Background: an optimization exercise with open tools, aiming at small area, a short achievable clock period and few clock cycles. Do not read the settings as production practice.
Only simulation tests tie the RTL to the original design; equivalence was not proved.
No activity file was given, so power comes from the tool's default toggle rates.

## rrf_enc
module rrf_enc #(
    parameter integer MTU       = 1024,
    parameter integer HDR_BYTES = 16
) (
    input  wire        clk,
    input  wire        rst,           
    input  wire        cmd_valid,
    input  wire [31:0] cmd_data,
    output wire        cmd_ready,
    output reg         ev_valid,
    output reg  [1:0]  ev_type,
    output reg  [31:0] ev_data,
    input  wire        ev_ready,
    input  wire [7:0]  csr_addr,
    output reg  [31:0] csr_rdata,
    output wire        idle
);
Size in the first run: about 2000 cells after synthesis, about 240 flip-flops, about 110 I/O pins, about 18000 um^2 of cells after synthesis.
clock: 10.0 ns
lec_check: 0
cap_margin: 20
core_margin: 2
core_utilization: 40
setup_slack_margin: 4.4
slew_margin: 20
synth_hierarchical: 1
standard.sh (not shown) runs the stock make flow with config.mk's settings and CLKGATE_MAP_FILE= SYNTH_SCRIPT=/design/flow/synth_recipe.tcl, a recipe that flattens the netlist after the stock synthesis.
==> flow/flow/run.sh <==
#!/bin/bash
set -euo pipefail
export BUFFER_PORTS_ARGS="-buffer_cell sky130_fd_sc_hd__buf_1"
export CTS_ARGS="-sink_clustering_enable -repair_clock_nets -dont_use_dummy_load -buf_list sky130_fd_sc_hd__clkbuf_8 -sink_clustering_size 12 -sink_clustering_max_diameter 60"
bash standard.sh > standard_flow.log 2>&1
The starting point finished with timing, DRC and antenna clean.
Testbench counts at the start, summed over its fixed seeds: cycles 90,432.
Edit:
--- a/flow/design.v
+++ b/flow/design.v
@@ -74,25 +74,25 @@
     wire opc_known = op_nop | op_srst | op_put | op_flush | op_begin | op_gob | op_mb;
     wire rsv_bad = op_put   ? (d[23:6]  != 18'd0) :
                    op_flush ? (d[22:0]  != 23'd0) :
                    op_gob   ? (d[23:9]  != 15'd0) :
                    op_mb    ? (d[23:16] != 8'd0)  :
                               (d[23:0]  != 24'd0);
     wire n_bad   = op_put && d[5] && (d[4:0] != 5'd0);
     wire hdr_bad = !opc_known || rsv_bad || n_bad;
     wire [1:0] hdr_fcode = !opc_known ? 2'b01 : (rsv_bad ? 2'b10 : 2'b11);
     wire [15:0] nbits   = d[15:0];
     wire        mb_fit  = ({3'd0, room} >= nbits);
     wire        mb_big  = gob_valid ? (nbits > L - 26) : (nbits > L);
-    wire        mb_last  = (fault_cp[10:0] == 11'd0);
+    wire        mb_last  = (fault_cp[10:0] == {10'd0, (fault_cmd[4:0] == 5'd0)});
     wire [1:0]  mb_mode  = fault_cp[12:11];
     wire        pk_put   = !fault_cmd[26];
     wire [1:0]  as_kind  = fault_cmd[26:25];
     wire        send_m   = fault_cmd[23];
     wire [5:0]  put_n    = fault_cmd[5:0];
     wire [5:0]  mb_n     = mb_last ? {(fault_cmd[4:0] == 5'd0), fault_cmd[4:0]} : 6'd32;
     wire        put_ovf  = ({7'd0, put_n} > room);
     wire w_put  = acc_w && !fault && pend && pk_put;
     wire w_mbd  = acc_w && !fault && pend && !pk_put;
     wire w_hdr  = acc_w && !fault && !pend;
     wire w_srst = acc_w && (fault ? (d == 32'h01000000) : (!pend && !hdr_bad && op_srst));
     wire q_goba = (sq == Q_GOBA);
@@ -169,25 +169,25 @@
             room <= do_ap ? (room - {7'd0, ap_n}) : room;
             if (spill_eff) begin
                 ev_valid <= 1'b1;
                 ev_type  <= 2'd1;
                 ev_data  <= cur_new;
             end
             cp          <= cp + {31'd0, acc_w};
             enc_pkt_cnt <= enc_pkt_cnt + {31'd0, end_go};
             if (w_hdr) begin
                 fault_cmd <= d;
                 if (op_mb && (d[23:16] == 8'd0))
                     fault_cp <= {cp[31:13], (mb_fit ? MB_FIT : (mb_big ? MB_BIG : MB_RETRY)),
-                                 nbits[15:5] - {10'd0, (nbits[4:0] == 5'd0)}};
+                                 nbits[15:5]};
                 else if (op_gob && (d[23:9] == 15'd0))
                     fault_cp <= {cp[31:12], (room < 26), cp[10:0]};
                 else
                     fault_cp <= cp;
                 if (hdr_bad) begin
                     fault    <= 1'b1;
                     fcode    <= hdr_fcode;
                     res_pend <= 1'b1;
                 end else begin
                     if (op_nop) begin
                         res_pend <= 1'b1;
                     end
Result: Register-to-register slack degrades by 30 ps. Wire length falls by 7.4%. Final area falls by 2.6%. Power barely changes. Synthesized cell count falls by 5.6%. Critical path depth is unchanged. Final cell count falls by 5.7%. Die area falls by 1.7%. Worst setup slack degrades by 36 ps. Non-clock buffer count falls by 18. Sequential cell count stays the same. Area after synthesis falls by 1.7%.
Testbench counts after the change, summed over its fixed seeds: cycles 90,432.

## separate check: timing with driven ports
Ports are ideal in the flow. The routed layouts listed here were re-timed in OpenROAD.
Step 1 (the two cells are an assumption about what drives the block):
set clk [get_ports {clk}]
set_driving_cell -lib_cell sky130_fd_sc_hd__clkbuf_16 $clk
set_driving_cell -lib_cell sky130_fd_sc_hd__buf_2 [delete_from_list [all_inputs] $clk]
Step 2 adds t to the input delays and takes it off the output delays; t is the mean of the earliest and latest rising clock arrival at the registers after step 1. Input paths then give back, and output paths get back, about the clock's delay inside the block.
Three values: no drivers, after step 1, after step 2; two values: the first two.
run	t, ns	slack for setup (ns)	clock arrival spread, ns	worst register clock-pin slew, ns
the first run	0.673	4.364 / 4.318 / 4.179	0.052 / 0.052	0.10 / 0.10
the second run	0.677	4.328 / 4.288 / 3.788	0.084 / 0.084	0.10 / 0.10
After both steps every run listed still meets setup and hold. The setup slack of the second run, which loses most, moves by -0.040 ns with the drivers and by -0.540 ns with both steps.
